This design comes from an exercise in tuning for small area, a short achievable clock period and few clock cycles per item on the open sky130 flow, not from production work. At most, simulation tests tie the RTL to the original design; equivalence was not proved. For run 1, only the layout was checked, not whether the RTL still works.

==> flow/design.v, too long to show whole: its modules and the start of the top module <==
// module sana_fa: 10 lines
// module sana_ha: 9 lines
// module sana_envbank: 1090 lines
module sana_envbank (
    input  wire        clk,
    input  wire        rst,
    input  wire        in_valid,
    output wire        in_ready,
    input  wire [2:0]  in_op,
    input  wire [1:0]  in_unit,
    input  wire [79:0] in_data,
    output reg         out_valid,
    output reg  [8:0]  out_state,
    output wire [47:0] out_value,
    output reg         out_err
);
  // ...
==> flow/flow/run.sh <==
#!/bin/bash
# Layout: the standard flow (its synthesis unchanged), with timing repair
# aiming at a shorter cycle than the 19 ns clock: the clock, the delays at the
# ports and every other constraint stay as they are. make's output goes to
# make_flow.log; ORFS keeps each step's log under orfs/logs.
set -euo pipefail
cd "$(dirname "$0")/.."
export SETUP_SLACK_MARGIN=14.5
export BUFFER_PORTS_ARGS="-buffer_cell sky130_fd_sc_hd__buf_4"
bash standard.sh > make_flow.log 2>&1
==> flow/standard.sh <==
#!/bin/bash
# synth_recipe.tcl (not shown) runs the flow's synth.tcl, then flattens the netlist and writes it again
# the make line also repeats each setting of config.mk as NAME=value (left out here)
make -C /OpenROAD-flow-scripts/flow DESIGN_CONFIG=/design/flow/config.mk WORK_HOME=/design/flow/orfs CLKGATE_MAP_FILE= SYNTH_SCRIPT=/design/flow/synth_recipe.tcl "${@:-finish}"
==> flow/config.mk <==
export PLATFORM = sky130hd
export DESIGN_NAME = sana_envbank
export DESIGN_NICKNAME = sana_envbank
export VERILOG_FILES = /design/flow/design.v
export SDC_FILE = /design/flow/constraint.sdc
export NUM_CORES = 4
export LEC_CHECK = 0
export CAP_MARGIN = 20
export CORE_MARGIN = 2
export CORE_UTILIZATION = 40
export SLEW_MARGIN = 20
export SYNTH_HIERARCHICAL = 1
export SYNTH_MINIMUM_KEEP_SIZE = 0
==> flow/constraint.sdc <==
create_clock -name core_clock -period 19.0 [get_ports {clk}]
set_input_delay 3.8000 -clock core_clock [delete_from_list [all_inputs] [get_ports {clk}]]
set_output_delay 3.8000 -clock core_clock [all_outputs]
set_load 0.01 [all_outputs]
==> results_dict.tcl, run 1 <==
set metrics [dict create \
    crit_path_start "value[25]" \
    final_cell_mix "nand2_1 (828), dfxtp_1 (347), a21oi_1 (305)" \
    seqCellArea_mm2 0.0150 \
    buffers 352 \
    max_stage_delay_ns 0.40 \
    grt_use_total_pct 24.4 \
    top_layer_used "met5" \
    route.met2.wl_mm 54.9 \
    rr_worst_depth 18 \
    min_period_ns 4.99 \
    postSynthCellCount 3884 \
    finish.utilization_pct 48.1 \
    detail_route.wl_per_cell_um 22.1 \
    synth-simple-area-share_pct 16.3 \
    hp-start "m_code[3]" \
    hold_viol_final 0 \
    num-multi-input-gates 2911 \
    wl_mm 117 \
    outcome "finished clean" \
    power_density_mw_per_mm2 69.7 \
    synth_xor_area_share_pct 1.44 \
    drc_errors 0 \
    fin_tns_setup_ns 0 \
    r2r_slack_ns 14.09 \
    worst_path_max_delay_cell "dfxtp_4" \
    rsz0062_at_grt "true" \
    synth_top_family_by_area "adder cells" \
]
==> run 2, diff against run 1 <==
--- a/flow/design.v
+++ b/flow/design.v
@@ -57,17 +57,16 @@
     wire [15:0] p_a = (in_data[15:0]  == 16'd0) ? 16'd1 : in_data[15:0];
     wire [15:0] p_d = (in_data[31:16] == 16'd0) ? 16'd1 : in_data[31:16];
     wire [15:0] p_r = (in_data[63:48] == 16'd0) ? 16'd1 : in_data[63:48];
     wire [15:0] p_h = (in_data[79:64] == 16'd0) ? 16'd1 : in_data[79:64];
     wire [15:0] p_s = (c_sus > ONE) ? ONE : c_sus;
     reg  [8:0]  state;
     reg  [44:0] t;
     reg  [47:0] inc_a, inc_d, inc_r, inc_h;
-    reg  [2:0]  pdef;
     reg  [2:0]  pend;                
     wire        busy = |pend;        
     wire [2:0]  en, cyc, pj, newjob;
     genvar u;
     generate
         for (u = 0; u < 3; u = u + 1) begin : g_dec
             assign en[u]     = c_valid && (c_cyc_all || (c_unit_op && c_unit == u));
             assign cyc[u]    = en[u] && (c_cyc_all || c_op == 3'd3);
@@ -94,17 +93,17 @@
             reg        t_done, t_zero;
             case (state[3*k +: 3])
                 ST_ATTACK:  inc = inc_a[16*k +: 16];
                 ST_DECAY:   inc = inc_d[16*k +: 16];
                 ST_RELEASE: inc = inc_r[16*k +: 16];
                 default:    inc = inc_h[16*k +: 16];
             endcase
             t_sum  = {2'b00, t[15*k +: 15]} + {1'b0, inc};
-            t_done = t_sum[16] | t_sum[15] | pdef[k];
+            t_done = t_sum[16] | t_sum[15];
             t_zero = (t[15*k +: 15] == 15'd0);
             n_state[3*k +: 3] = state[3*k +: 3];
             n_t[15*k +: 15]     = t[15*k +: 15];
             n_code[3*k +: 3]  = V_HOLD;
             n_job[2*k +: 2]   = J_NONE;
             if (exec[k]) begin
                 case (act_op)
                     3'd0: begin      
@@ -212,24 +211,26 @@
         for (k = 0; k < 3; k = k + 1) begin
             if (rst_q) begin
                 state[3*k +: 3] <= ST_ECHO;
                 t[15*k +: 15]   <= 15'd0;
             end else begin
                 state[3*k +: 3] <= n_state[3*k +: 3];
                 t[15*k +: 15]   <= n_t[15*k +: 15];
             end
-            if (in_valid && in_ready_q && in_op == 3'd4 && in_unit == k) begin
+            if (acc && in_op == 3'd4 && in_unit == k) begin
                 inc_a[16*k +: 16] <= p_a;
                 inc_d[16*k +: 16] <= p_d;
                 inc_r[16*k +: 16] <= p_r;
                 inc_h[16*k +: 16] <= p_h;
-                pdef[k]           <= 1'b0;
             end else if (rst_q) begin
-                pdef[k]           <= 1'b1;
+                inc_a[16*k +: 16] <= ONE;
+                inc_d[16*k +: 16] <= ONE;
+                inc_r[16*k +: 16] <= ONE;
+                inc_h[16*k +: 16] <= ONE;
             end
         end
     end
     reg        q_valid, q_resp, q_err, q_setp;
     reg [1:0]  q_sunit;
     reg [15:0] q_sdata;
     reg [8:0]  q_code, q_state;
     reg [1:0]  q_job, q_junit;
==> flow/run.sh (new file) <==
#!/bin/bash
# synth_recipe.tcl (not shown) runs the flow's synth.tcl, then flattens the netlist and writes it again
# the make line also repeats each setting of config.mk as NAME=value (left out here)
make -C /OpenROAD-flow-scripts/flow DESIGN_CONFIG=/design/flow/config.mk WORK_HOME=/design/flow/orfs CLKGATE_MAP_FILE= SYNTH_SCRIPT=/design/flow/synth_recipe.tcl finish
removed: flow/flow/run.sh
removed: flow/standard.sh
==> run 2 against run 1 <==
Area after synthesis rose by 2.6%. Sequential share of layout area barely moved. Critical endpoint is now inc_h[13]. Clock-buffer cell count rose by 13. Core utilization fell by 2.0 points. Routed wire length rose by 5.4%. Still clean.
==> results_dict.tcl, run 2 <==
set metrics [dict create \
    outcome "finished clean" \
    setup_viol 0 \
    synth_seq_cells 635 \
    final_cell_mix "nand2_1 (838), dfxtp_1 (440), fa_1 (319)" \
    dp.cells 5271 \
    final_common_cell "nand2_1" \
    clk_path_buf_depth 3 \
    fin_tns_setup_ns 0 \
    worstMarginPinSlew_ns 1.10 \
    syn_to_final_growth_pct 13.5 \
    clkTransAtPathRegs_ns 0.06 \
    crit_arrival_ns 6.76 \
    finish.utilization_pct 46.0 \
    rows 112 \
    ir_worst_vdd_mv 0.0566 \
    yosys.area.top_type_share_pct 23.4 \
    endpoint_kind "flip-flop" \
    die_h_um 312 \
    num-fill-cells 9034 \
    cp-start-kind "input pin" \
    clock-sinks 635 \
    async_flop_share_pct 0 \
    antenna_found_initial 9 \
    grt_pass1_vias 29738 \
    via_per_inst 5.67 \
    rsz0062_at_grt "false" \
    dp_hpwl_mm 89.2 \
    syn_area_per_cell_um2 9.38 \
    io_buffer_count 147 \
    total_power_mw 3.14 \
    yosysSeqAreaShare_pct 38.6 \
    min_period_ns 6.48 \
    hold_slack_ns 0.316 \
    leakage_nw 14.3 \
    io-pin-count 148 \
    dr.first_iter.drc_count 3196 \
    place_congestion 0.947 \
    grt_pass1_wl_mm 187 \
    yosysTopAreaCell "dfxtp_1" \
    slew_headroom_pct 26.3 \
    cts_tree "built" \
    die_w_um 312 \
    grt_max_degree 91 \
    num_vias 30621 \
    yosys-top-cells-count "nand2_1 (838), dfxtp_1 (443), fa_1 (319)" \
    cts_setup_buffers 0 \
    cp.required_ns 19.28 \
    fmaxAchievable_ghz 0.154 \
    start_util_pct 40.5 \
    cts-resized-gates 0 \
    cts-buffers-inserted 72 \
    hold_viol_final 0 \
    power_density_mw_per_mm2 72.9 \
    postCtsHoldBufs 0 \
    htree_levels 3 \
    layout.nets 4596 \
    drive_above_1_share_pct 5.84 \
    grt_use_total_pct 25.1 \
    wl_mm 123 \
    synth_edf_count 192 \
    layout_worst_path_cycle_share_pct 34.1 \
    postSynthCellCount 4044 \
    synth_area_mm2 0.0380 \
    detail_route.wl_per_cell_um 22.9 \
    hp-class "flip-flop to flip-flop" \
    clk_latency_ns 0.65 \
    synth.most_common_cell "nand2_1" \
    finClkSkew_ns 0.0158 \
    final_cells 5402 \
    ant_nets 0 \
    maxCapViolCount 0 \
    coreArea_mm2 0.0936 \
    ys_types 82 \
    dr.pass1.iters 6 \
    maxSlewViolCount 0 \
    root_buffer "clkbuf_16" \
    grt-ovfl-total 0 \
    critPathMaxFanout 36 \
    drc_errors 0 \
    fp.dieArea_mm2 0.0974 \
    path_class "input pin to flip-flop" \
    synth_area_leaders "dfxtp_1 (23%), fa_1 (17%), edfxtp_1 (15%)" \
    synth-main-ff-cell "dfxtp_1" \
    yosys_warnings 7 \
]
## run 2: worst max-delay path: stages
cell and delay, ns:
clkdlybuf4s50_1 0.53, inv_1 0.15, and3_1 0.23, nand3b_1 0.37, or3_1 0.55, nand2b_2 0.54, buf_4 0.53
## run 2: area by class of cell
class                      instances  area (µm²)  area share [%]
clock buffer                     104        2170            5.04
timing repair buffer             201        1880            4.36
multi-input combinational       3119       22300            51.7
sequential                       635       14600            34.0
inverter                          62         233           0.540
clock inverter                    24         329           0.764
tap                             1254        1570            3.64
antenna                            3        7.51          0.0174
## run 2: report_power, final
group	internal, mW	switching [mW]
sequential	1.42	0.0566
clock	0.882	0.592
combinational	0.0689	0.122
## run 2: routing by layer
metal | global-route usage, % | up-vias | wire length, µm | share of wire [%]
li1 | - | 13962 | - | -
met1 | 35.2 | 15094 | 53000 | 43
met2 | 38.6 | 1375 | 55200 | 45
met3 | 5.50 | 188 | 11700 | 9.5
met4 | 8.09 | 2 | 3460 | 2.8
met5 | 0 | - | 13 | 0.011
## run 2: final timing paths
| kind | from | to | slack (ns) | cells past startpoint |
|---|---|---|---|---|
| worst max register to register | state[3] | in_ready_q | 12.59 | 20 |
| worst max-delay path | rst | inc_h[13] | 12.52 | 7 |
| worst min register to register | q_code[3] | m_code[3] | 0.32 | 0 |
| worst min-delay path | q_code[3] | m_code[3] | 0.32 | 0 |
## run 2: Yosys stat by module, one instance, submodules excluded
| module | cells | cell area (µm²) |
|---|---|---|
| sana_envbank | 3730 | 31700 |
| sana_fa | 1 | 20.0 |
## run 2: cells by family (layout without fill, tap and decap cells)
kind of cell / Yosys count / count (layout) / share of synthesized area [%]
and+or+nand+nor: 1641 / 1641 / 19.6
adders and majority gates: 417 / 417 / 20.1
buffers and inverters: 329 / 391 / 3.28
AOI/OAI and AO/OA: 853 / 853 / 14.1
other: 1 / 43 / 0.00988
muxes: 106 / 106 / 2.92
DFF: 635 / 635 / 38.6
xor gates and xnor gates: 62 / 62 / 1.43
## run 2: stage by stage
step / setup WS (ns) / area (µm²)
floorplan: 12.35 / 38100
global placement: 11.96 / 40600
detailed placement: 11.88 / 40600
CTS: 12.56 / 43100
global route: 12.30 / 43100
finish: 12.52 / 43100
Testbench counts of run 2, summed over its fixed seeds: cycles 36,372, items 32,000.

afterwards: timing with drivers on the ports:
No port has a modelled driver above. Below, the same layouts with a new extraction and two added sets of constraints.
Step 1, drivers: a clkbuf_16 drives clk and a buf_2 each remaining input, both assumed.
Step 2 moves the port delays by t, midway between the first and last clock arrival at a register: inputs arrive t later, outputs are due t later. That takes back most of the time a late clock gives input paths.
Slacks: ideal ports / drivers / drivers and shift; pairs: ideal ports / drivers.
run | t (ns) | setup slack, ns | hold slack, ns | clock arrival spread, ns | cell pins on the clock port's net
run 1 | 0.721 | 14.005 / 13.937 / 13.473 | 0.305 / 0.305 / 0.305 | 0.040 / 0.040 | 1
run 2 | 0.709 | 12.524 / 12.572 / 11.863 | 0.316 / 0.316 / 0.316 | 0.016 / 0.016 | 1
After both steps setup and hold are still met in every run listed. The setup slack of run 2, which loses most, moves by +0.048 ns with the drivers and by -0.661 ns with both steps.
